This is an optimization exercise on Yosys and OpenROAD, whose aim is small area, not a production implementation.
The RTL was checked by simulation tests, not by an equivalence proof against the original design.
No activity file was given, so power comes from the tool's default toggle rates.

==> design/flow/config.mk <==
export PLATFORM = sky130hd
export DESIGN_NAME = mce
export DESIGN_NICKNAME = mce
export VERILOG_FILES = /design/flow/design.v
export SDC_FILE = /design/flow/constraint.sdc
export NUM_CORES = 4
export LEC_CHECK = 0
export CAP_MARGIN = 20
export CORE_MARGIN = 2
export CORE_UTILIZATION = 55
export GPL_TIMING_DRIVEN = 0
export SLEW_MARGIN = 20
export SYNTH_HIERARCHICAL = 1
==> design/flow/constraint.sdc <==
create_clock -name core_clock -period 8.0 [get_ports {clk}]
set_input_delay 1.6000 -clock core_clock [delete_from_list [all_inputs] [get_ports {clk}]]
set_output_delay 1.6000 -clock core_clock [all_outputs]
set_load 0.01 [all_outputs]
==> design/flow/design.v <==
module mce #(
    parameter W_T = 32,
    parameter W_U = 16,
    parameter W_A = 16
) (
    input  wire           clk,
    input  wire           rst,
    input  wire [W_T-1:0] NOW,
    input  wire [1:0]     CMD,
    input  wire [W_U-1:0] UNIT_IN,
    input  wire [7:0]     PAT_IN,
    input  wire [W_A-1:0] MSG_BASE,
    input  wire [7:0]     MSG_DATA,
    input  wire [7:0]     ROM_CHAR,
    input  wire [7:0]     DEC_PAT,
    output wire           TONE_ON,
    output wire           BUSY,
    output wire [W_A-1:0] MSG_ADDR,
    output wire [7:0]     ROM_PAT,
    output wire           DEC_SPACE,
    output wire           DEC_NOSTART,
    output wire [2:0]     DEC_LEN,
    output wire [6:0]     DEC_ELEMS
);
    localparam [1:0] S_IDLE = 2'd0;
    localparam [1:0] S_TONE = 2'd1;
    localparam [1:0] S_WAIT = 2'd2;
    localparam [1:0] S_GAP  = 2'd3;
    function [7:0] lookup;
        input [7:0] c;
        begin
            case (c)
                8'h41: lookup = 8'hF9;  8'h42: lookup = 8'hE8;
                8'h43: lookup = 8'hEA;  8'h44: lookup = 8'hF4;
                8'h45: lookup = 8'hFC;  8'h46: lookup = 8'hE2;
                8'h47: lookup = 8'hF6;  8'h48: lookup = 8'hE0;
                8'h49: lookup = 8'hF8;  8'h4A: lookup = 8'hE7;
                8'h4B: lookup = 8'hF5;  8'h4C: lookup = 8'hE4;
                8'h4D: lookup = 8'hFB;  8'h4E: lookup = 8'hFA;
                8'h4F: lookup = 8'hF7;  8'h50: lookup = 8'hE6;
                8'h51: lookup = 8'hED;  8'h52: lookup = 8'hF2;
                8'h53: lookup = 8'hF0;  8'h54: lookup = 8'hFD;
                8'h55: lookup = 8'hF1;  8'h56: lookup = 8'hE1;
                8'h57: lookup = 8'hF3;  8'h58: lookup = 8'hE9;
                8'h59: lookup = 8'hEB;  8'h5A: lookup = 8'hEC;
                8'h30: lookup = 8'hDF;  8'h31: lookup = 8'hCF;
                8'h32: lookup = 8'hC7;  8'h33: lookup = 8'hC3;
                8'h34: lookup = 8'hC1;  8'h35: lookup = 8'hC0;
                8'h36: lookup = 8'hD0;  8'h37: lookup = 8'hD8;
                8'h38: lookup = 8'hDC;  8'h39: lookup = 8'hDE;
                8'h2F: lookup = 8'hD2;  8'h3F: lookup = 8'h8C;
                8'h2A: lookup = 8'hCA;  8'h23: lookup = 8'h80;
                default: lookup = 8'hEF;
            endcase
        end
    endfunction
    function [2:0] startpos;
        input [7:0] p;
        begin
            casez (p)
                8'b0???????: startpos = 3'd7;
                8'b10??????: startpos = 3'd6;
                8'b110?????: startpos = 3'd5;
                8'b1110????: startpos = 3'd4;
                8'b11110???: startpos = 3'd3;
                8'b111110??: startpos = 3'd2;
                8'b1111110?: startpos = 3'd1;
                default:     startpos = 3'd0;
            endcase
        end
    endfunction
    reg [1:0]  st;
    reg        mode;        
    reg [5:0]  pattern;
    reg [2:0]  e;
    reg [15:0] unit;
    reg [31:0] nd;          
    reg [15:0] msg_ptr;
    wire idle = (st == S_IDLE);
    wire [15:0] u;
    wire [15:0] oa;
    wire [17:1] ob, xs;
    wire [18:2] cs;
    wire [18:1] cc;
    wire [17:2] pp, pg;
    wire [31:0] dn;
    wire [31:19] pre, hn;
    wire        hc;
    wire [16:1] cx;
    wire [32:17] cy;
    wire [31:0] cg, cp;
    wire        cpn16, Pall, cxl, Ghi, expd;
    wire [15:0] mp_n;
    wire [15:1] mpre, mn;
    wire        inc;
    wire [7:0] LP  = lookup(MSG_DATA);
    wire       f_z, f_sp, f_dah;
    mce_fdec fdec (.c(MSG_DATA), .z(f_z), .sp(f_sp), .dah(f_dah));
    wire [2:0] f_n  = startpos(LP);
    wire       p_sp, p_nz, p_dah;
    mce_pdec pdec (.p(PAT_IN), .sp(p_sp), .nz(p_nz), .dah(p_dah));
    wire [2:0] p_n  = startpos(PAT_IN);
    wire play = idle && (CMD == 2'b01);
    wire send = idle && (CMD == 2'b10);
    wire       b_sp    = play ? p_sp : f_sp;
    wire [2:0] b_n     = play ? p_n : f_n;
    wire       b_dah   = play ? p_dah : f_dah;
    wire [5:0] b_pat   = play ? PAT_IN[5:0] : LP[5:0];
    wire cur = pattern[e];
    reg [1:0] st_n;
    reg       mode_n;
    reg [5:0] pattern_n;
    reg [2:0] e_n;
    reg       ld;
    wire begin_c = play || send || st == S_GAP;
    wire kB2 = begin_c && b_sp;
    wire kA  = begin_c ? !b_sp : (st == S_TONE || e != 3'd7);
    wire kB1 = begin_c ? b_dah : (st == S_WAIT && (e == 3'd7 || cur));
    always @* begin
        st_n = st; mode_n = mode; pattern_n = pattern; e_n = e;
        ld = 1'b0;
        if ((play || send && !f_z) || (st == S_GAP && expd && !f_z)) begin
            if (idle) mode_n = send;
            pattern_n = b_pat;
            if (b_sp) begin
                st_n = S_WAIT; e_n = 3'd7; ld = 1'b1;
            end else if (play && !p_nz) begin
                st_n = S_IDLE;
            end else begin
                st_n = S_TONE; e_n = b_n - 3'd2; ld = 1'b1;
            end
        end else begin
            case (st)
                S_TONE: if (expd) begin
                    st_n = S_WAIT; ld = 1'b1;
                end
                S_WAIT: if (expd) begin
                    if (e == 3'd7) begin
                        if (mode) begin st_n = S_GAP; ld = 1'b1; end
                        else st_n = S_IDLE;
                    end else begin
                        e_n = e - 3'd1;
                        st_n = S_TONE; ld = 1'b1;
                    end
                end
                S_GAP: if (expd) st_n = S_IDLE;    
                default: ;
            endcase
        end
    end
    assign inc = idle || (st == S_GAP && expd);
    always @(posedge clk) begin
        if (rst) st <= S_IDLE;
        else     st <= st_n;
        mode    <= mode_n;
        pattern <= pattern_n;
        e       <= e_n;
        unit    <= u;
        if (ld) nd <= dn;
        msg_ptr <= mp_n;
    end
    assign TONE_ON = (st == S_TONE);
    assign BUSY    = !idle;
    assign ROM_PAT = lookup(ROM_CHAR);
    wire [2:0] dsp = startpos(DEC_PAT);
    assign DEC_SPACE   = (DEC_PAT == 8'hEF);
    assign DEC_NOSTART = (DEC_PAT == 8'hFF);
    assign DEC_LEN     = DEC_SPACE ? 3'd0 : dsp;
    assign DEC_ELEMS   = DEC_PAT[6:0] & ~(7'h7F << DEC_LEN);
    assign u[0] = idle?UNIT_IN[0]:unit[0];
    assign u[1] = idle?UNIT_IN[1]:unit[1];
    assign u[2] = idle?UNIT_IN[2]:unit[2];
    assign u[3] = idle?UNIT_IN[3]:unit[3];
    assign u[4] = idle?UNIT_IN[4]:unit[4];
    assign u[5] = idle?UNIT_IN[5]:unit[5];
    assign u[6] = idle?UNIT_IN[6]:unit[6];
    assign u[7] = idle?UNIT_IN[7]:unit[7];
    assign u[8] = idle?UNIT_IN[8]:unit[8];
    assign u[9] = idle?UNIT_IN[9]:unit[9];
    assign u[10] = idle?UNIT_IN[10]:unit[10];
    assign u[11] = idle?UNIT_IN[11]:unit[11];
    assign u[12] = idle?UNIT_IN[12]:unit[12];
    assign u[13] = idle?UNIT_IN[13]:unit[13];
    assign u[14] = idle?UNIT_IN[14]:unit[14];
    assign u[15] = idle?UNIT_IN[15]:unit[15];
    mce_and2 g17 (.A(u[0]), .B(kA), .X(oa[0]));
    mce_and2 g18 (.A(u[1]), .B(kA), .X(oa[1]));
    mce_and2 g19 (.A(u[2]), .B(kA), .X(oa[2]));
    mce_and2 g20 (.A(u[3]), .B(kA), .X(oa[3]));
    mce_and2 g21 (.A(u[4]), .B(kA), .X(oa[4]));
    mce_and2 g22 (.A(u[5]), .B(kA), .X(oa[5]));
    mce_and2 g23 (.A(u[6]), .B(kA), .X(oa[6]));
    mce_and2 g24 (.A(u[7]), .B(kA), .X(oa[7]));
    mce_and2 g25 (.A(u[8]), .B(kA), .X(oa[8]));
    mce_and2 g26 (.A(u[9]), .B(kA), .X(oa[9]));
    mce_and2 g27 (.A(u[10]), .B(kA), .X(oa[10]));
    mce_and2 g28 (.A(u[11]), .B(kA), .X(oa[11]));
    mce_and2 g29 (.A(u[12]), .B(kA), .X(oa[12]));
    mce_and2 g30 (.A(u[13]), .B(kA), .X(oa[13]));
    mce_and2 g31 (.A(u[14]), .B(kA), .X(oa[14]));
    mce_and2 g32 (.A(u[15]), .B(kA), .X(oa[15]));
    mce_and2 g33 (.A(u[0]), .B(kB1), .X(ob[1]));
    mce_a22o g34 (.A1(kB1), .A2(u[1]), .B1(kB2), .B2(u[0]), .X(ob[2]));
    mce_a22o g35 (.A1(kB1), .A2(u[2]), .B1(kB2), .B2(u[1]), .X(ob[3]));
    mce_a22o g36 (.A1(kB1), .A2(u[3]), .B1(kB2), .B2(u[2]), .X(ob[4]));
    mce_a22o g37 (.A1(kB1), .A2(u[4]), .B1(kB2), .B2(u[3]), .X(ob[5]));
    mce_a22o g38 (.A1(kB1), .A2(u[5]), .B1(kB2), .B2(u[4]), .X(ob[6]));
    mce_a22o g39 (.A1(kB1), .A2(u[6]), .B1(kB2), .B2(u[5]), .X(ob[7]));
    mce_a22o g40 (.A1(kB1), .A2(u[7]), .B1(kB2), .B2(u[6]), .X(ob[8]));
    mce_a22o g41 (.A1(kB1), .A2(u[8]), .B1(kB2), .B2(u[7]), .X(ob[9]));
    mce_a22o g42 (.A1(kB1), .A2(u[9]), .B1(kB2), .B2(u[8]), .X(ob[10]));
    mce_a22o g43 (.A1(kB1), .A2(u[10]), .B1(kB2), .B2(u[9]), .X(ob[11]));
    mce_a22o g44 (.A1(kB1), .A2(u[11]), .B1(kB2), .B2(u[10]), .X(ob[12]));
    mce_a22o g45 (.A1(kB1), .A2(u[12]), .B1(kB2), .B2(u[11]), .X(ob[13]));
    mce_a22o g46 (.A1(kB1), .A2(u[13]), .B1(kB2), .B2(u[12]), .X(ob[14]));
    mce_a22o g47 (.A1(kB1), .A2(u[14]), .B1(kB2), .B2(u[13]), .X(ob[15]));
    mce_a22o g48 (.A1(kB1), .A2(u[15]), .B1(kB2), .B2(u[14]), .X(ob[16]));
    mce_and2 g49 (.A(u[15]), .B(kB2), .X(ob[17]));
    mce_fa g50 (.A(NOW[1]), .B(oa[1]), .CIN(ob[1]), .COUT(cs[2]), .SUM(xs[1]));
    mce_fa g51 (.A(NOW[2]), .B(oa[2]), .CIN(ob[2]), .COUT(cs[3]), .SUM(xs[2]));
    mce_fa g52 (.A(NOW[3]), .B(oa[3]), .CIN(ob[3]), .COUT(cs[4]), .SUM(xs[3]));
    mce_fa g53 (.A(NOW[4]), .B(oa[4]), .CIN(ob[4]), .COUT(cs[5]), .SUM(xs[4]));
    mce_fa g54 (.A(NOW[5]), .B(oa[5]), .CIN(ob[5]), .COUT(cs[6]), .SUM(xs[5]));
    mce_fa g55 (.A(NOW[6]), .B(oa[6]), .CIN(ob[6]), .COUT(cs[7]), .SUM(xs[6]));
    mce_fa g56 (.A(NOW[7]), .B(oa[7]), .CIN(ob[7]), .COUT(cs[8]), .SUM(xs[7]));
    mce_fa g57 (.A(NOW[8]), .B(oa[8]), .CIN(ob[8]), .COUT(cs[9]), .SUM(xs[8]));
    mce_fa g58 (.A(NOW[9]), .B(oa[9]), .CIN(ob[9]), .COUT(cs[10]), .SUM(xs[9]));
    mce_fa g59 (.A(NOW[10]), .B(oa[10]), .CIN(ob[10]), .COUT(cs[11]), .SUM(xs[10]));
    mce_fa g60 (.A(NOW[11]), .B(oa[11]), .CIN(ob[11]), .COUT(cs[12]), .SUM(xs[11]));
    mce_fa g61 (.A(NOW[12]), .B(oa[12]), .CIN(ob[12]), .COUT(cs[13]), .SUM(xs[12]));
    mce_fa g62 (.A(NOW[13]), .B(oa[13]), .CIN(ob[13]), .COUT(cs[14]), .SUM(xs[13]));
    mce_fa g63 (.A(NOW[14]), .B(oa[14]), .CIN(ob[14]), .COUT(cs[15]), .SUM(xs[14]));
    mce_fa g64 (.A(NOW[15]), .B(oa[15]), .CIN(ob[15]), .COUT(cs[16]), .SUM(xs[15]));
    mce_fa g65 (.A(NOW[16]), .B(cs[16]), .CIN(ob[16]), .COUT(cs[17]), .SUM(xs[16]));
    mce_fa g66 (.A(NOW[17]), .B(cs[17]), .CIN(ob[17]), .COUT(cs[18]), .SUM(xs[17]));
    mce_xnor2 g67 (.A(NOW[0]), .B(oa[0]), .Y(dn[0]));
    mce_nand2 g68 (.A(NOW[0]), .B(oa[0]), .Y(cc[1]));
    assign cc[2] = ~(cc[1]|~xs[1]);
    mce_xor2 g70 (.A(xs[1]), .B(cc[1]), .X(dn[1]));
    mce_ha g71 (.A(xs[2]), .B(cs[2]), .COUT(pg[2]), .SUM(pp[2]));
    mce_a21oi g72 (.A1(pp[2]), .A2(cc[2]), .B1(pg[2]), .Y(cc[3]));
    mce_xnor2 g73 (.A(pp[2]), .B(cc[2]), .Y(dn[2]));
    mce_xnor2 g74 (.A(xs[3]), .B(cs[3]), .Y(pp[3]));
    mce_nand2 g75 (.A(xs[3]), .B(cs[3]), .Y(pg[3]));
    mce_o21ai g76 (.A1(pp[3]), .A2(cc[3]), .B1(pg[3]), .Y(cc[4]));
    mce_xnor2 g77 (.A(pp[3]), .B(cc[3]), .Y(dn[3]));
    mce_ha g78 (.A(xs[4]), .B(cs[4]), .COUT(pg[4]), .SUM(pp[4]));
    mce_a21oi g79 (.A1(pp[4]), .A2(cc[4]), .B1(pg[4]), .Y(cc[5]));
    mce_xnor2 g80 (.A(pp[4]), .B(cc[4]), .Y(dn[4]));
    mce_xnor2 g81 (.A(xs[5]), .B(cs[5]), .Y(pp[5]));
    mce_nand2 g82 (.A(xs[5]), .B(cs[5]), .Y(pg[5]));
    mce_o21ai g83 (.A1(pp[5]), .A2(cc[5]), .B1(pg[5]), .Y(cc[6]));
    mce_xnor2 g84 (.A(pp[5]), .B(cc[5]), .Y(dn[5]));
    mce_ha g85 (.A(xs[6]), .B(cs[6]), .COUT(pg[6]), .SUM(pp[6]));
    mce_a21oi g86 (.A1(pp[6]), .A2(cc[6]), .B1(pg[6]), .Y(cc[7]));
    mce_xnor2 g87 (.A(pp[6]), .B(cc[6]), .Y(dn[6]));
    mce_xnor2 g88 (.A(xs[7]), .B(cs[7]), .Y(pp[7]));
    mce_nand2 g89 (.A(xs[7]), .B(cs[7]), .Y(pg[7]));
    mce_o21ai g90 (.A1(pp[7]), .A2(cc[7]), .B1(pg[7]), .Y(cc[8]));
    mce_xnor2 g91 (.A(pp[7]), .B(cc[7]), .Y(dn[7]));
    mce_ha g92 (.A(xs[8]), .B(cs[8]), .COUT(pg[8]), .SUM(pp[8]));
    mce_a21oi g93 (.A1(pp[8]), .A2(cc[8]), .B1(pg[8]), .Y(cc[9]));
    mce_xnor2 g94 (.A(pp[8]), .B(cc[8]), .Y(dn[8]));
    mce_xnor2 g95 (.A(xs[9]), .B(cs[9]), .Y(pp[9]));
    mce_nand2 g96 (.A(xs[9]), .B(cs[9]), .Y(pg[9]));
    mce_o21ai g97 (.A1(pp[9]), .A2(cc[9]), .B1(pg[9]), .Y(cc[10]));
    mce_xnor2 g98 (.A(pp[9]), .B(cc[9]), .Y(dn[9]));
    mce_ha g99 (.A(xs[10]), .B(cs[10]), .COUT(pg[10]), .SUM(pp[10]));
    mce_a21oi g100 (.A1(pp[10]), .A2(cc[10]), .B1(pg[10]), .Y(cc[11]));
    mce_xnor2 g101 (.A(pp[10]), .B(cc[10]), .Y(dn[10]));
    mce_xnor2 g102 (.A(xs[11]), .B(cs[11]), .Y(pp[11]));
    mce_nand2 g103 (.A(xs[11]), .B(cs[11]), .Y(pg[11]));
    mce_o21ai g104 (.A1(pp[11]), .A2(cc[11]), .B1(pg[11]), .Y(cc[12]));
    mce_xnor2 g105 (.A(pp[11]), .B(cc[11]), .Y(dn[11]));
    mce_ha g106 (.A(xs[12]), .B(cs[12]), .COUT(pg[12]), .SUM(pp[12]));
    mce_a21oi g107 (.A1(pp[12]), .A2(cc[12]), .B1(pg[12]), .Y(cc[13]));
    mce_xnor2 g108 (.A(pp[12]), .B(cc[12]), .Y(dn[12]));
    mce_xnor2 g109 (.A(xs[13]), .B(cs[13]), .Y(pp[13]));
    mce_nand2 g110 (.A(xs[13]), .B(cs[13]), .Y(pg[13]));
    mce_o21ai g111 (.A1(pp[13]), .A2(cc[13]), .B1(pg[13]), .Y(cc[14]));
    mce_xnor2 g112 (.A(pp[13]), .B(cc[13]), .Y(dn[13]));
    mce_ha g113 (.A(xs[14]), .B(cs[14]), .COUT(pg[14]), .SUM(pp[14]));
    mce_a21oi g114 (.A1(pp[14]), .A2(cc[14]), .B1(pg[14]), .Y(cc[15]));
    mce_xnor2 g115 (.A(pp[14]), .B(cc[14]), .Y(dn[14]));
    mce_xnor2 g116 (.A(xs[15]), .B(cs[15]), .Y(pp[15]));
    mce_nand2 g117 (.A(xs[15]), .B(cs[15]), .Y(pg[15]));
    mce_o21ai g118 (.A1(pp[15]), .A2(cc[15]), .B1(pg[15]), .Y(cc[16]));
    mce_xnor2 g119 (.A(pp[15]), .B(cc[15]), .Y(dn[15]));
    mce_nand2 g120 (.A(xs[16]), .B(cc[16]), .Y(cc[17]));
    mce_xnor2 g121 (.A(xs[16]), .B(cc[16]), .Y(dn[16]));
    assign cc[18] = ~(cc[17]|~xs[17]);
    mce_xor2 g123 (.A(xs[17]), .B(cc[17]), .X(dn[17]));
    mce_or2 g124 (.A(cc[18]), .B(cs[18]), .X(hc));
    mce_xnor2 g125 (.A(NOW[18]), .B(hc), .Y(dn[18]));
    assign pre[19] = NOW[18];
    mce_nand2 g126 (.A(hc), .B(pre[19]), .Y(hn[19]));
    mce_xor2 g127 (.A(NOW[19]), .B(hn[19]), .X(dn[19]));
    mce_and2 g128 (.A(pre[19]), .B(NOW[19]), .X(pre[20]));
    mce_nand2 g129 (.A(hc), .B(pre[20]), .Y(hn[20]));
    mce_xor2 g130 (.A(NOW[20]), .B(hn[20]), .X(dn[20]));
    mce_and2 g131 (.A(pre[20]), .B(NOW[20]), .X(pre[21]));
    mce_nand2 g132 (.A(hc), .B(pre[21]), .Y(hn[21]));
    mce_xor2 g133 (.A(NOW[21]), .B(hn[21]), .X(dn[21]));
    mce_and2 g134 (.A(pre[21]), .B(NOW[21]), .X(pre[22]));
    mce_nand2 g135 (.A(hc), .B(pre[22]), .Y(hn[22]));
    mce_xor2 g136 (.A(NOW[22]), .B(hn[22]), .X(dn[22]));
    mce_and2 g137 (.A(pre[22]), .B(NOW[22]), .X(pre[23]));
    mce_nand2 g138 (.A(hc), .B(pre[23]), .Y(hn[23]));
    mce_xor2 g139 (.A(NOW[23]), .B(hn[23]), .X(dn[23]));
    mce_and2 g140 (.A(pre[23]), .B(NOW[23]), .X(pre[24]));
    mce_nand2 g141 (.A(hc), .B(pre[24]), .Y(hn[24]));
    mce_xor2 g142 (.A(NOW[24]), .B(hn[24]), .X(dn[24]));
    mce_and2 g143 (.A(pre[24]), .B(NOW[24]), .X(pre[25]));
    mce_nand2 g144 (.A(hc), .B(pre[25]), .Y(hn[25]));
    mce_xor2 g145 (.A(NOW[25]), .B(hn[25]), .X(dn[25]));
    mce_and2 g146 (.A(pre[25]), .B(NOW[25]), .X(pre[26]));
    mce_nand2 g147 (.A(hc), .B(pre[26]), .Y(hn[26]));
    mce_xor2 g148 (.A(NOW[26]), .B(hn[26]), .X(dn[26]));
    mce_and2 g149 (.A(pre[26]), .B(NOW[26]), .X(pre[27]));
    mce_nand2 g150 (.A(hc), .B(pre[27]), .Y(hn[27]));
    mce_xor2 g151 (.A(NOW[27]), .B(hn[27]), .X(dn[27]));
    mce_and2 g152 (.A(pre[27]), .B(NOW[27]), .X(pre[28]));
    mce_nand2 g153 (.A(hc), .B(pre[28]), .Y(hn[28]));
    mce_xor2 g154 (.A(NOW[28]), .B(hn[28]), .X(dn[28]));
    mce_and2 g155 (.A(pre[28]), .B(NOW[28]), .X(pre[29]));
    mce_nand2 g156 (.A(hc), .B(pre[29]), .Y(hn[29]));
    mce_xor2 g157 (.A(NOW[29]), .B(hn[29]), .X(dn[29]));
    mce_and2 g158 (.A(pre[29]), .B(NOW[29]), .X(pre[30]));
    mce_nand2 g159 (.A(hc), .B(pre[30]), .Y(hn[30]));
    mce_xor2 g160 (.A(NOW[30]), .B(hn[30]), .X(dn[30]));
    mce_and2 g161 (.A(pre[30]), .B(NOW[30]), .X(pre[31]));
    mce_nand2 g162 (.A(hc), .B(pre[31]), .Y(hn[31]));
    mce_xor2 g163 (.A(NOW[31]), .B(hn[31]), .X(dn[31]));
    mce_or2 g164 (.A(NOW[0]), .B(nd[0]), .X(cx[1]));
    mce_and2 g165 (.A(NOW[1]), .B(nd[1]), .X(cg[1]));
    mce_or2 g166 (.A(NOW[1]), .B(nd[1]), .X(cp[1]));
    mce_o21ai g167 (.A1(cg[1]), .A2(cx[1]), .B1(cp[1]), .Y(cx[2]));
    mce_nand2 g168 (.A(NOW[2]), .B(nd[2]), .Y(cg[2]));
    mce_nor2 g169 (.A(NOW[2]), .B(nd[2]), .Y(cp[2]));
    mce_o21ai g170 (.A1(cp[2]), .A2(cx[2]), .B1(cg[2]), .Y(cx[3]));
    mce_and2 g171 (.A(NOW[3]), .B(nd[3]), .X(cg[3]));
    mce_or2 g172 (.A(NOW[3]), .B(nd[3]), .X(cp[3]));
    mce_o21ai g173 (.A1(cg[3]), .A2(cx[3]), .B1(cp[3]), .Y(cx[4]));
    mce_nand2 g174 (.A(NOW[4]), .B(nd[4]), .Y(cg[4]));
    mce_nor2 g175 (.A(NOW[4]), .B(nd[4]), .Y(cp[4]));
    mce_o21ai g176 (.A1(cp[4]), .A2(cx[4]), .B1(cg[4]), .Y(cx[5]));
    mce_and2 g177 (.A(NOW[5]), .B(nd[5]), .X(cg[5]));
    mce_or2 g178 (.A(NOW[5]), .B(nd[5]), .X(cp[5]));
    mce_o21ai g179 (.A1(cg[5]), .A2(cx[5]), .B1(cp[5]), .Y(cx[6]));
    mce_nand2 g180 (.A(NOW[6]), .B(nd[6]), .Y(cg[6]));
    mce_nor2 g181 (.A(NOW[6]), .B(nd[6]), .Y(cp[6]));
    mce_o21ai g182 (.A1(cp[6]), .A2(cx[6]), .B1(cg[6]), .Y(cx[7]));
    mce_and2 g183 (.A(NOW[7]), .B(nd[7]), .X(cg[7]));
    mce_or2 g184 (.A(NOW[7]), .B(nd[7]), .X(cp[7]));
    mce_o21ai g185 (.A1(cg[7]), .A2(cx[7]), .B1(cp[7]), .Y(cx[8]));
    mce_nand2 g186 (.A(NOW[8]), .B(nd[8]), .Y(cg[8]));
    mce_nor2 g187 (.A(NOW[8]), .B(nd[8]), .Y(cp[8]));
    mce_o21ai g188 (.A1(cp[8]), .A2(cx[8]), .B1(cg[8]), .Y(cx[9]));
    mce_and2 g189 (.A(NOW[9]), .B(nd[9]), .X(cg[9]));
    mce_or2 g190 (.A(NOW[9]), .B(nd[9]), .X(cp[9]));
    mce_o21ai g191 (.A1(cg[9]), .A2(cx[9]), .B1(cp[9]), .Y(cx[10]));
    mce_nand2 g192 (.A(NOW[10]), .B(nd[10]), .Y(cg[10]));
    mce_nor2 g193 (.A(NOW[10]), .B(nd[10]), .Y(cp[10]));
    mce_o21ai g194 (.A1(cp[10]), .A2(cx[10]), .B1(cg[10]), .Y(cx[11]));
    mce_and2 g195 (.A(NOW[11]), .B(nd[11]), .X(cg[11]));
    mce_or2 g196 (.A(NOW[11]), .B(nd[11]), .X(cp[11]));
    mce_o21ai g197 (.A1(cg[11]), .A2(cx[11]), .B1(cp[11]), .Y(cx[12]));
    mce_nand2 g198 (.A(NOW[12]), .B(nd[12]), .Y(cg[12]));
    mce_nor2 g199 (.A(NOW[12]), .B(nd[12]), .Y(cp[12]));
    mce_o21ai g200 (.A1(cp[12]), .A2(cx[12]), .B1(cg[12]), .Y(cx[13]));
    mce_and2 g201 (.A(NOW[13]), .B(nd[13]), .X(cg[13]));
    mce_or2 g202 (.A(NOW[13]), .B(nd[13]), .X(cp[13]));
    mce_o21ai g203 (.A1(cg[13]), .A2(cx[13]), .B1(cp[13]), .Y(cx[14]));
    mce_nand2 g204 (.A(NOW[14]), .B(nd[14]), .Y(cg[14]));
    mce_nor2 g205 (.A(NOW[14]), .B(nd[14]), .Y(cp[14]));
    mce_o21ai g206 (.A1(cp[14]), .A2(cx[14]), .B1(cg[14]), .Y(cx[15]));
    mce_and2 g207 (.A(NOW[15]), .B(nd[15]), .X(cg[15]));
    mce_or2 g208 (.A(NOW[15]), .B(nd[15]), .X(cp[15]));
    mce_o21ai g209 (.A1(cg[15]), .A2(cx[15]), .B1(cp[15]), .Y(cx[16]));
    mce_nand2 g210 (.A(NOW[16]), .B(nd[16]), .Y(cy[17]));
    mce_nor2 g211 (.A(NOW[16]), .B(nd[16]), .Y(cpn16));
    mce_nand2 g212 (.A(NOW[17]), .B(nd[17]), .Y(cg[17]));
    mce_nor2 g213 (.A(NOW[17]), .B(nd[17]), .Y(cp[17]));
    mce_o21ai g214 (.A1(cp[17]), .A2(cy[17]), .B1(cg[17]), .Y(cy[18]));
    mce_and2 g215 (.A(NOW[18]), .B(nd[18]), .X(cg[18]));
    mce_or2 g216 (.A(NOW[18]), .B(nd[18]), .X(cp[18]));
    mce_o21ai g217 (.A1(cg[18]), .A2(cy[18]), .B1(cp[18]), .Y(cy[19]));
    mce_nand2 g218 (.A(NOW[19]), .B(nd[19]), .Y(cg[19]));
    mce_nor2 g219 (.A(NOW[19]), .B(nd[19]), .Y(cp[19]));
    mce_o21ai g220 (.A1(cp[19]), .A2(cy[19]), .B1(cg[19]), .Y(cy[20]));
    mce_and2 g221 (.A(NOW[20]), .B(nd[20]), .X(cg[20]));
    mce_or2 g222 (.A(NOW[20]), .B(nd[20]), .X(cp[20]));
    mce_o21ai g223 (.A1(cg[20]), .A2(cy[20]), .B1(cp[20]), .Y(cy[21]));
    mce_nand2 g224 (.A(NOW[21]), .B(nd[21]), .Y(cg[21]));
    mce_nor2 g225 (.A(NOW[21]), .B(nd[21]), .Y(cp[21]));
    mce_o21ai g226 (.A1(cp[21]), .A2(cy[21]), .B1(cg[21]), .Y(cy[22]));
    mce_and2 g227 (.A(NOW[22]), .B(nd[22]), .X(cg[22]));
    mce_or2 g228 (.A(NOW[22]), .B(nd[22]), .X(cp[22]));
    mce_o21ai g229 (.A1(cg[22]), .A2(cy[22]), .B1(cp[22]), .Y(cy[23]));
    mce_nand2 g230 (.A(NOW[23]), .B(nd[23]), .Y(cg[23]));
    mce_nor2 g231 (.A(NOW[23]), .B(nd[23]), .Y(cp[23]));
    mce_o21ai g232 (.A1(cp[23]), .A2(cy[23]), .B1(cg[23]), .Y(cy[24]));
    mce_and2 g233 (.A(NOW[24]), .B(nd[24]), .X(cg[24]));
    mce_or2 g234 (.A(NOW[24]), .B(nd[24]), .X(cp[24]));
    mce_o21ai g235 (.A1(cg[24]), .A2(cy[24]), .B1(cp[24]), .Y(cy[25]));
    mce_nand2 g236 (.A(NOW[25]), .B(nd[25]), .Y(cg[25]));
    mce_nor2 g237 (.A(NOW[25]), .B(nd[25]), .Y(cp[25]));
    mce_o21ai g238 (.A1(cp[25]), .A2(cy[25]), .B1(cg[25]), .Y(cy[26]));
    mce_and2 g239 (.A(NOW[26]), .B(nd[26]), .X(cg[26]));
    mce_or2 g240 (.A(NOW[26]), .B(nd[26]), .X(cp[26]));
    mce_o21ai g241 (.A1(cg[26]), .A2(cy[26]), .B1(cp[26]), .Y(cy[27]));
    mce_nand2 g242 (.A(NOW[27]), .B(nd[27]), .Y(cg[27]));
    mce_nor2 g243 (.A(NOW[27]), .B(nd[27]), .Y(cp[27]));
    mce_o21ai g244 (.A1(cp[27]), .A2(cy[27]), .B1(cg[27]), .Y(cy[28]));
    mce_and2 g245 (.A(NOW[28]), .B(nd[28]), .X(cg[28]));
    mce_or2 g246 (.A(NOW[28]), .B(nd[28]), .X(cp[28]));
    mce_o21ai g247 (.A1(cg[28]), .A2(cy[28]), .B1(cp[28]), .Y(cy[29]));
    mce_nand2 g248 (.A(NOW[29]), .B(nd[29]), .Y(cg[29]));
    mce_nor2 g249 (.A(NOW[29]), .B(nd[29]), .Y(cp[29]));
    mce_o21ai g250 (.A1(cp[29]), .A2(cy[29]), .B1(cg[29]), .Y(cy[30]));
    mce_and2 g251 (.A(NOW[30]), .B(nd[30]), .X(cg[30]));
    mce_or2 g252 (.A(NOW[30]), .B(nd[30]), .X(cp[30]));
    mce_o21ai g253 (.A1(cg[30]), .A2(cy[30]), .B1(cp[30]), .Y(cy[31]));
    mce_nand2 g254 (.A(NOW[31]), .B(nd[31]), .Y(cg[31]));
    mce_nor2 g255 (.A(NOW[31]), .B(nd[31]), .Y(cp[31]));
    mce_o21ai g256 (.A1(cp[31]), .A2(cy[31]), .B1(cg[31]), .Y(cy[32]));
    assign Pall = cp[18] & cp[20] & cp[22] & cp[24] & cp[26] & cp[28] & cp[30] & ~(cpn16 | cp[17] | cp[19] | cp[21] | cp[23] | cp[25] | cp[27] | cp[29] | cp[31]);
    assign cxl = ~cx[16];
    assign Ghi = cy[32];
    assign expd = Ghi | (Pall & cxl);
    assign MSG_ADDR[0] = idle?MSG_BASE[0]:msg_ptr[0];
    assign MSG_ADDR[1] = idle?MSG_BASE[1]:msg_ptr[1];
    assign MSG_ADDR[2] = idle?MSG_BASE[2]:msg_ptr[2];
    assign MSG_ADDR[3] = idle?MSG_BASE[3]:msg_ptr[3];
    assign MSG_ADDR[4] = idle?MSG_BASE[4]:msg_ptr[4];
    assign MSG_ADDR[5] = idle?MSG_BASE[5]:msg_ptr[5];
    assign MSG_ADDR[6] = idle?MSG_BASE[6]:msg_ptr[6];
    assign MSG_ADDR[7] = idle?MSG_BASE[7]:msg_ptr[7];
    assign MSG_ADDR[8] = idle?MSG_BASE[8]:msg_ptr[8];
    assign MSG_ADDR[9] = idle?MSG_BASE[9]:msg_ptr[9];
    assign MSG_ADDR[10] = idle?MSG_BASE[10]:msg_ptr[10];
    assign MSG_ADDR[11] = idle?MSG_BASE[11]:msg_ptr[11];
    assign MSG_ADDR[12] = idle?MSG_BASE[12]:msg_ptr[12];
    assign MSG_ADDR[13] = idle?MSG_BASE[13]:msg_ptr[13];
    assign MSG_ADDR[14] = idle?MSG_BASE[14]:msg_ptr[14];
    assign MSG_ADDR[15] = idle?MSG_BASE[15]:msg_ptr[15];
    mce_xor2 g273 (.A(MSG_ADDR[0]), .B(inc), .X(mp_n[0]));
    assign mpre[1] = MSG_ADDR[0];
    mce_nand2 g274 (.A(inc), .B(mpre[1]), .Y(mn[1]));
    mce_xnor2 g275 (.A(MSG_ADDR[1]), .B(mn[1]), .Y(mp_n[1]));
    mce_and2 g276 (.A(mpre[1]), .B(MSG_ADDR[1]), .X(mpre[2]));
    mce_nand2 g277 (.A(inc), .B(mpre[2]), .Y(mn[2]));
    mce_xnor2 g278 (.A(MSG_ADDR[2]), .B(mn[2]), .Y(mp_n[2]));
    mce_and2 g279 (.A(mpre[2]), .B(MSG_ADDR[2]), .X(mpre[3]));
    mce_nand2 g280 (.A(inc), .B(mpre[3]), .Y(mn[3]));
    mce_xnor2 g281 (.A(MSG_ADDR[3]), .B(mn[3]), .Y(mp_n[3]));
    mce_and2 g282 (.A(mpre[3]), .B(MSG_ADDR[3]), .X(mpre[4]));
    mce_nand2 g283 (.A(inc), .B(mpre[4]), .Y(mn[4]));
    mce_xnor2 g284 (.A(MSG_ADDR[4]), .B(mn[4]), .Y(mp_n[4]));
    mce_and2 g285 (.A(mpre[4]), .B(MSG_ADDR[4]), .X(mpre[5]));
    mce_nand2 g286 (.A(inc), .B(mpre[5]), .Y(mn[5]));
    mce_xnor2 g287 (.A(MSG_ADDR[5]), .B(mn[5]), .Y(mp_n[5]));
    mce_and2 g288 (.A(mpre[5]), .B(MSG_ADDR[5]), .X(mpre[6]));
    mce_nand2 g289 (.A(inc), .B(mpre[6]), .Y(mn[6]));
    mce_xnor2 g290 (.A(MSG_ADDR[6]), .B(mn[6]), .Y(mp_n[6]));
    mce_and2 g291 (.A(mpre[6]), .B(MSG_ADDR[6]), .X(mpre[7]));
    mce_nand2 g292 (.A(inc), .B(mpre[7]), .Y(mn[7]));
    mce_xnor2 g293 (.A(MSG_ADDR[7]), .B(mn[7]), .Y(mp_n[7]));
    mce_and2 g294 (.A(mpre[7]), .B(MSG_ADDR[7]), .X(mpre[8]));
    mce_nand2 g295 (.A(inc), .B(mpre[8]), .Y(mn[8]));
    mce_xnor2 g296 (.A(MSG_ADDR[8]), .B(mn[8]), .Y(mp_n[8]));
    mce_and2 g297 (.A(mpre[8]), .B(MSG_ADDR[8]), .X(mpre[9]));
    mce_nand2 g298 (.A(inc), .B(mpre[9]), .Y(mn[9]));
    mce_xnor2 g299 (.A(MSG_ADDR[9]), .B(mn[9]), .Y(mp_n[9]));
    mce_and2 g300 (.A(mpre[9]), .B(MSG_ADDR[9]), .X(mpre[10]));
    mce_nand2 g301 (.A(inc), .B(mpre[10]), .Y(mn[10]));
    mce_xnor2 g302 (.A(MSG_ADDR[10]), .B(mn[10]), .Y(mp_n[10]));
    mce_and2 g303 (.A(mpre[10]), .B(MSG_ADDR[10]), .X(mpre[11]));
    mce_nand2 g304 (.A(inc), .B(mpre[11]), .Y(mn[11]));
    mce_xnor2 g305 (.A(MSG_ADDR[11]), .B(mn[11]), .Y(mp_n[11]));
    mce_and2 g306 (.A(mpre[11]), .B(MSG_ADDR[11]), .X(mpre[12]));
    mce_nand2 g307 (.A(inc), .B(mpre[12]), .Y(mn[12]));
    mce_xnor2 g308 (.A(MSG_ADDR[12]), .B(mn[12]), .Y(mp_n[12]));
    mce_and2 g309 (.A(mpre[12]), .B(MSG_ADDR[12]), .X(mpre[13]));
    mce_nand2 g310 (.A(inc), .B(mpre[13]), .Y(mn[13]));
    mce_xnor2 g311 (.A(MSG_ADDR[13]), .B(mn[13]), .Y(mp_n[13]));
    mce_and2 g312 (.A(mpre[13]), .B(MSG_ADDR[13]), .X(mpre[14]));
    mce_nand2 g313 (.A(inc), .B(mpre[14]), .Y(mn[14]));
    mce_xnor2 g314 (.A(MSG_ADDR[14]), .B(mn[14]), .Y(mp_n[14]));
    mce_and2 g315 (.A(mpre[14]), .B(MSG_ADDR[14]), .X(mpre[15]));
    mce_nand2 g316 (.A(inc), .B(mpre[15]), .Y(mn[15]));
    mce_xnor2 g317 (.A(MSG_ADDR[15]), .B(mn[15]), .Y(mp_n[15]));
endmodule
module mce_a21oi (input A1, input A2, input B1, output Y);
    assign Y = ~((A1&A2)|B1);
endmodule
module mce_a22o (input A1, input A2, input B1, input B2, output X);
    assign X = (A1&A2)|(B1&B2);
endmodule
module mce_and2 (input A, input B, output X);
    assign X = A&B;
endmodule
module mce_fa (input A, input B, input CIN, output COUT, output SUM);
    assign COUT = (A&B)|(A&CIN)|(B&CIN);
    assign SUM = A^B^CIN;
endmodule
module mce_ha (input A, input B, output COUT, output SUM);
    assign COUT = A&B;
    assign SUM = A^B;
endmodule
module mce_nand2 (input A, input B, output Y);
    assign Y = ~(A&B);
endmodule
module mce_nor2 (input A, input B, output Y);
    assign Y = ~(A|B);
endmodule
module mce_o21ai (input A1, input A2, input B1, output Y);
    assign Y = ~((A1|A2)&B1);
endmodule
module mce_or2 (input A, input B, output X);
    assign X = A|B;
endmodule
module mce_xnor2 (input A, input B, output Y);
    assign Y = ~(A^B);
endmodule
module mce_xor2 (input A, input B, output X);
    assign X = A^B;
endmodule
module mce_fdec (input [7:0] c, output z, output sp, output dah);
    reg s, d;
    always @* begin
        s = 1'b0; d = 1'b0;
        case (c)
            8'h41, 8'h45, 8'h46, 8'h48, 8'h49, 8'h4A, 8'h4C, 8'h50, 8'h52,
            8'h53, 8'h55, 8'h56, 8'h57: ;
            8'h42, 8'h43, 8'h44, 8'h47, 8'h4B, 8'h4D, 8'h4E, 8'h4F, 8'h51,
            8'h54, 8'h58, 8'h59, 8'h5A: d = 1'b1;
            8'h31, 8'h32, 8'h33, 8'h34, 8'h35: ;
            8'h30, 8'h36, 8'h37, 8'h38, 8'h39: d = 1'b1;
            8'h3F, 8'h2A, 8'h23: ;
            8'h2F: d = 1'b1;
            default: s = 1'b1;
        endcase
    end
    assign z   = (c == 8'h00);
    assign sp  = s;
    assign dah = d;
endmodule
module mce_pdec (input [7:0] p, output sp, output nz, output dah);
    reg [2:0] n;
    always @* begin
        casez (p)
            8'b0???????: n = 3'd7;
            8'b10??????: n = 3'd6;
            8'b110?????: n = 3'd5;
            8'b1110????: n = 3'd4;
            8'b11110???: n = 3'd3;
            8'b111110??: n = 3'd2;
            8'b1111110?: n = 3'd1;
            default:     n = 3'd0;
        endcase
    end
    assign sp  = (p == 8'hEF);
    assign nz  = (n != 3'd0) && !sp;
    assign dah = !sp && n != 3'd0 && p[n - 3'd1];
endmodule
==> design/flow/flow/run.sh <==
#!/bin/bash
# Own layout flow: the standard ORFS flow (standard.sh, unchanged
# synthesis), except that the port buffers are the smallest buffer cell.
set -euo pipefail
export BUFFER_PORTS_ARGS="-buffer_cell sky130_fd_sc_hd__buf_1"
bash standard.sh finish > standard_flow.log 2>&1
==> design/flow/standard.sh <==
#!/bin/bash
# synth_recipe.tcl (not shown) runs the flow's synth.tcl, then flattens the netlist and writes it again
# the make line also repeats each setting of config.mk as NAME=value (left out here)
make -C /OpenROAD-flow-scripts/flow DESIGN_CONFIG=/design/flow/config.mk WORK_HOME=/design/flow/orfs CLKGATE_MAP_FILE= SYNTH_SCRIPT=/design/flow/synth_recipe.tcl "${@:-finish}"
==> out/qor.yml, run 1 <==
outcome:
  status: "timing/DRC/antenna clean"
finish:
  drive_gt1_share_pct: 10.6
  fin_cells: 1109
  nets: 1085
  area_growth_pct: 16.8
  antenna_cells: 0
placed_design:
  dp.cells: 1089
  dp_hpwl_mm: 12.9
  gp_congestion: 0.893
  port_buffers: 135
synthesis:
  synth.net_count: 934
  synth-main-ff-cell: "edfxtp_1"
  yosysWarningCount: 9
  synthArstFlopShare_pct: 0
  ys_seq_elements: 76
  yosysSeqAreaShare_pct: 28.4
  syn_area_per_cell_um2: 8.71
  synth_area_um2: 6840
  synth-edff-count: 42
  synth_cell_type_count: 75
  synth_cells: 785
clock_tree:
  worstSkewPairLatency_ns: 0.34
  ctsLongestPathBuffers: 2
  cts_root_buf: "clkbuf_16"
  cts_tree: "done"
  cts.sinks: 76
  path_clk_slew_ns: 0.06
  cts_buffers: 9
  htreeDepth: 3
  cts.hold.buffers_added: 0
power:
  finalPower_w: 0.00279
  vdd_drop_max_mv: 0.164
  p_leak_nw: 2.94
  power_density_nw_per_um2: 349
detailed_routing:
  num_vias: 6344
  drt-initial-drc-count: 597
  dr.pass1.iters: 5
  postRouteAntennaNets: 0
  drc: 0
  drt-total-wl_mm: 17.0
  wl_per_cell_um: 15.4
  viasPerCell: 5.72
timing:
  grt_setup_unrepaired: "false"
  slew_viol_final: 0
  finalHoldViolations: 0
  fin_crit_ns: 7.57
  fmax_mhz: 132
  worst_pin_slew_ns: 0.715
  setup_viol: 0
  timing.final.crit_share_pct: 94.6
  fin_worst_skew_ns: 0.00830
  max_slew_margin_pct: 52.2
  timing.hold.ws_ns: 0.505
worst_setup_path:
  slowest_stage: "fa_1"
  crit_fanout: 14
  worstPathArrival_ns: 7.65
  critPathTopFamily: "compound AO/OA/AOI/OAI gates"
  cp-start-kind: "primary input"
  crit_path_end_kind: "register"
  required_ns: 8.08
  crit_type: "primary input to register"
  path_buf_inv: 2
  critPathMaxStageDelay_ns: 0.47
floorplanning:
  start_util_pct: 56.7
  coreArea_um2: 12100
  die_h_um: 116
  design.portCount: 138
  rows: 40
  dieArea_um2: 13300
  die_w_um: 116
global_route:
  grt_antenna_before_repair: 0
  grt_use_met3_pct: 4.55
  grt.total_usage_pct: 25.7
  met2_usage_pct: 44.8
  grt_pass1_vias: 5964
  top_usage_layer: "met2"
  overflow: 0
  grt_max_degree: 19
  grt_use_met1_pct: 32.0
  grt_pass1_wl_mm: 27.8
worst_hold_path:
  hold_class: "register to register"
run:
  cap_violations: 0
[per-layer routing]
metal / up-vias / share of wire [%]
met5: - / 0
met4: 0 / 2.5
met3: 34 / 6.3
met2: 253 / 49
met1: 2970 / 42
li1: 3087 / -
[repair_timing]
action / CTS / global route
endpoints found under the setup margin: 19 / 14
setup buffers: 2 / 2
gates resized for setup: 7 / 10
pin swaps: 1 / 0
[through the flow]
step | TNS, ns | area [um2] | utilization, % | setup slack (ns)
after CTS | 0 | 7940 | 65.8 | 0.126
after floorplan | 0 | 6840 | - | 0.334
after global placement | -26.05 | 7550 | 62.6 | -1.66
after detailed placement | -31.00 | 7600 | 63.0 | -1.91
final | 0 | 7990 | 66.2 | 0.428
after global routing | 0 | 7990 | 66.2 | 0.0271
[cell usage in the layout (no fill, tap or decap), drive strengths merged, types with 6 or more instances in the layout]
cell type  synthesis  final
a21oi             46     46
nand2b            17     17
edfxtp            42     42
mux2              35     35
and2              62     62
o21ai             59     59
fa                17     17
clkbuf             9     28
inv               26     27
xnor2             42     42
a22o              20     20
ha                32     32
or2               18     18
nand3             14     14
dfxtp             34     34
nor2b             13     13
a211oi             9      9
nor2              52     52
xor2              17     17
nor3b              9      9
or3                6      6
nor3               9      9
mux2i              7      7
buf               16    151
nand2             95     95
o21a               7      7
[modules after synthesis, one instance, submodules excluded, excerpt]
module     flops+latches  copies in the design  cells  cell area [um2]
mce_pdec               0                     1     24              164
mce_xor2               0                    16      1             8.76
mce_xnor2              0                    39      1             8.76
mce_a21oi              0                     7      1             8.76
mce                   76                     1    438             4350
mce_nor2               0                    16      1             3.75
mce_nand2              0                    53      1             3.75
mce_and2               0                    59      1             6.26
mce_or2                0                    17      1             6.26
mce_o21ai              0                    37      1             5.00
mce_a22o               0                    15      1             8.76
mce_fdec               0                     1     40              307
[synth_stat cells (all sizes together) (13+ instances only)]
cell type / instances / area [um2]
edfxtp: 42 / 1260
dfxtp: 34 / 681
nand2b: 17 / 106
xnor2: 42 / 368
inv: 26 / 97.6
nor2b: 13 / 81.3
and2: 62 / 388
ha: 32 / 400
or2: 18 / 113
a21oi: 46 / 257
nor2: 52 / 210
nand2: 95 / 357
nand3: 14 / 75.1
o21ai: 59 / 295
mux2: 35 / 398
buf: 16 / 93.8
fa: 17 / 340
a22o: 20 / 175
xor2: 17 / 149
[final timing paths]
| path | from | endpoint | slack, ns | depth (start not counted) |
|---|---|---|---|---|
| setup / recovery | MSG_DATA[0] | nd[30] | 0.43 | 32 |
| hold / removal | unit[15] | unit[15] | 0.51 | 1 |
| setup reg to reg | st[1] | nd[30] | 1.15 | 31 |
| hold reg to reg | unit[15] | unit[15] | 0.51 | 1 |
[worst register-to-register path: cells and delay by family, from the launching register on]
kind | cells | cell delay (ns)
DFF | 1 | 0.38
and+or+nand+nor | 8 | 1.63
buffers and inverters | 3 | 0.52
AOI/OAI and AO/OA | 16 | 2.94
xor gates and xnor gates | 1 | 0.17
adders and majority gates | 3 | 0.95
[area by class of cell]
| class | count | area [um2] |
|---|---|---|
| multi-input combinational | 658 | 4730 |
| fill | 1044 | 4080 |
| clock buffer | 14 | 297 |
| tap | 168 | 210 |
| clock inverter | 2 | 11.3 |
| sequential | 76 | 1940 |
| buffer | 25 | 128 |
| timing repair buffer | 140 | 574 |
| inverter | 26 | 97.6 |
[kinds of logic (layout without fill, tap and decap cells)]
family,count (synthesis),in the layout,share of synthesized area [%]
adder cells (fa/ha/maj),49,49,10.8
multiplexers,43,43,7.17
AO/OA/AOI/OAI,196,196,19.0
AND/OR/NAND/NOR,310,310,23.7
flip-flops,76,76,28.4
buffers and inverters,51,207,3.29
other,1,1,0.0548
XOR/XNOR,59,59,7.56
[flip-flops by register name, indices dropped and copies added (netlist names)]
| register | flops |
|---|---|
| mode | 1 |
| nd | 32 |
| msg_ptr | 16 |
| e | 3 |
| pattern | 6 |
| unit | 16 |
| st | 2 |
[report_power, final]
part	switching (W)	internal [W]	total [W]
sequential	0.0000722	0.000704	0.000776
clock	0.000157	0.000256	0.000413
combinational	0.000869	0.000728	0.00160
==> run 2, diff against run 1 <==
==> design/flow/run.sh (new file) <==
#!/bin/bash
# synth_recipe.tcl (not shown) runs the flow's synth.tcl, then flattens the netlist and writes it again
# the make line also repeats each setting of config.mk as NAME=value (left out here)
make -C /OpenROAD-flow-scripts/flow DESIGN_CONFIG=/design/flow/config.mk WORK_HOME=/design/flow/orfs CLKGATE_MAP_FILE= SYNTH_SCRIPT=/design/flow/synth_recipe.tcl finish
removed: design/flow/flow/run.sh
removed: design/flow/standard.sh
==> out/qor.yml, run 2 <==
synthesis:
  synth-edff-count: 42
  synthMuxAreaShare_pct: 7.17
  synthArstFlopShare_pct: 0
  synth-main-ff-cell: "edfxtp_1"
  yosys.area_share.adder_pct: 10.8
  yosys.area_share.simple_pct: 23.7
  synth_area_um2: 6840
  synth_most_common_cell: "nand2_1"
  yosysSeqAreaShare_pct: 28.4
  synth_compound_area_share_pct: 19.0
  ys_seq_elements: 76
  synth_top_family_by_area: "simple AND/OR/NAND/NOR gates"
  syn_area_per_cell_um2: 8.71
  synth_xor_area_share_pct: 7.56
  synth.net_count: 934
  yosysWarningCount: 9
  synth_top_cell_area_share_pct: 18.4
  yosys.area.top_type: "edfxtp_1"
  synth_cells: 785
  synth_cell_type_count: 75
  synth_common_cells: "nand2_1, and2_1, nor2_1"
  synthTopCellsByArea: "edfxtp_1, dfxtp_1, ha_1"
worst_hold_path:
  min_from: "unit[5]"
  min_to: "unit[5]"
  hold_class: "register to register"
  min_path_cells: 1
clock_tree:
  ctsLongestPathBuffers: 2
  cts.hold.buffers_added: 0
  htreeDepth: 3
  worstSkewPairLatency_ns: 0.34
  path_clk_slew_ns: 0.06
  cts_tree: "done"
  cts_root_buf: "clkbuf_16"
  cts.sinks: 76
  cts_buffers: 9
detailed_routing:
  drc: 0
  drt-total-wl_mm: 17.9
  postRouteAntennaNets: 0
  num_vias: 6436
  dr.pass1.iters: 5
  wl_per_cell_um: 16.1
  viasPerCell: 5.79
  drt-initial-drc-count: 548
timing:
  grt_setup_unrepaired: "false"
  setup_viol: 0
  max_slew_margin_pct: 52.7
  finalHoldViolations: 0
  fin_crit_ns: 7.55
  fmax_mhz: 132
  slew_viol_final: 0
  layout_setup_ws_ns: 0.449
  fin_worst_skew_ns: 0.0108
  worst_pin_slew_ns: 0.710
  timing.final.crit_share_pct: 94.4
  setup_tns_ns: 0
floorplanning:
  die_h_um: 116
  dieArea_um2: 13300
  design.portCount: 138
  start_util_pct: 56.7
  rows: 40
  die_w_um: 116
  coreArea_um2: 12100
finish:
  layout_common_cells: "clkdlybuf4s50_1, nand2_1, and2_1, nor2_1"
  drive_gt1_share_pct: 10.9
  antenna_cells: 0
  largestRegisters: "nd: 32 flops, msg_ptr: 16 flops, unit: 16 flops"
  largest_reg_flops: 32
  area_growth_pct: 29.9
  nets: 1087
  top_register: "nd"
  final_area_um2: 8880
  final_common_cell: "clkdlybuf4s50_1"
run:
  cap_violations: 0
power:
  p_leak_nw: 3.37
  finalPower_w: 0.00296
  power_density_nw_per_um2: 333
  vdd_drop_max_mv: 0.150
global_route:
  grt_max_degree: 18
  grt_pass1_wl_mm: 29.5
  grt_antenna_before_repair: 0
  grt.total_usage_pct: 27.4
  grt_pass1_vias: 6498
  overflow: 0
worst_setup_path:
  r2r_end: "nd[19]"
  required_ns: 8.08
  reg2reg_depth: 31
  path_common_cell: "a21oi_2"
  critPathLaunch: "PAT_IN[4]"
  r2r_setup_slack_ns: 1.51
  worstPathArrival_ns: 7.63
  crit_fanout: 14
  crit_type: "primary input to register"
  crit_path_end_kind: "register"
  critPathMaxStageDelay_ns: 0.72
  timing.rr.start: "st[0]"
  cp-start-kind: "primary input"
  slowest_stage: "clkdlybuf4s50_1"
placed_design:
  port_buffers: 135
  dp_hpwl_mm: 13.4
  place_area_um2: 8440
  gp_congestion: 0.892
  dpl_worst_slack_ns: -2.10
outcome:
  status: "timing/DRC/antenna clean"
run 2: routing by layer:
metal  track usage [%]  wire (um)
met1              32.9       7400
met2              48.8       8880
met3              5.44       1250
met4              9.88        344
met5                 0          0
run 2: cell type report:
cell class / count / area, um2
clock buffer: 15 / 332
multi-input combinational: 658 / 4740
sequential: 76 / 1940
timing repair buffer: 142 / 1430
buffer: 25 / 128
inverter: 26 / 97.6
tap: 168 / 210
fill: 875 / 3180
clock inverter: 1 / 5.00
run 2: worst max-delay path: cells and delay by family:
kind | cells | cell delay (ns)
adder cells (fa/ha/maj) | 3 | 1.06
buffers and inverters | 2 | 0.84
multiplexers | 1 | 0.23
XOR/XNOR | 1 | 0.17
AND/OR/NAND/NOR | 5 | 0.76
AO/OA/AOI/OAI | 19 | 2.95
run 2: cell families after synthesis:
logic type,after synthesis
flops,76
simple gates,310
xor+xnor,59
fa+ha+maj,49
mux,43
other cells,1
buf+inv,51
compound gates,196
run 2: modules after synthesis, one instance, submodules excluded, excerpt:
module,cells,copies in the design,flip-flops and latches
mce_fa,1,17,0
mce_pdec,24,1,0
mce_fdec,40,1,0
mce_xor2,1,16,0
mce_a22o,1,15,0
mce,438,1,76
run 2: worst max-delay path by stage:
| stage | endpoint | slack (ns) | cells past startpoint |
|---|---|---|---|
| 2_1_floorplan | nd[19] | 0.33 | 31 |
| 3_3_place_gp | nd[29] | -1.93 | 32 |
| 3_5_place_dp | nd[19] | -2.10 | 32 |
| 4_1_cts | nd[19] | 0.07 | 31 |
| 5_1_grt | nd[19] | 0.02 | 31 |
| 6_report | nd[19] | 0.45 | 31 |
run 2: timing repair:
action / CTS / global route
resized for setup: 12 / 13
pin swaps: 1 / 1
buffers inserted: 4 / 2
endpoints found under the setup margin: 21 / 15
endpoints found under the hold margin: 0 / 0
run 2: report_power, final:
| part | switching, W | internal (W) | leakage (nW) |
|---|---|---|---|
| clock network | 0.000159 | 0.000284 | 0.167 |
| logic | 0.000909 | 0.000835 | 2.53 |
| registers | 0.0000697 | 0.000704 | 0.677 |
| total | 0.00114 | 0.00182 | 3.37 |
run 2: per-stage QoR:
stage	instances	utilization, %	hold slack (ns)
final	1111	73.6	0.513
after global routing	1111	73.6	0.529
after CTS	1109	73.3	0.514
after detailed placement	1089	70.0	0.502
after global placement	1088	69.6	0.491
after floorplan	785	-	0.468

==> re-timing with driven ports <==
Ports are ideal in the flow. The routed layouts listed here were re-timed in OpenROAD.
Step 1 (the two cells are an assumption about what drives the block):
set clk [get_ports {clk}]
set_driving_cell -lib_cell sky130_fd_sc_hd__clkbuf_16 $clk
set_driving_cell -lib_cell sky130_fd_sc_hd__buf_2 [delete_from_list [all_inputs] $clk]
Step 2 also shifts input and output timing later by t, the mid clock arrival at the registers, as if the neighbouring blocks saw the same clock.
a / b / c = no drivers / after step 1 / after step 2; a / b = the first two.
run	t (ns)	setup slack, ns	worst hold slack (ns)	cell pins on the clock port's net
run 1	0.379	0.428 / 0.450 / 0.071	0.505 / 0.505 / 0.505	1
run 2	0.376	0.449 / 0.456 / 0.080	0.513 / 0.513 / 0.513	1
After both steps setup and hold are still met in every run listed. The setup slack of run 2, which loses most, moves by +0.007 ns with the drivers and by -0.369 ns with both steps.
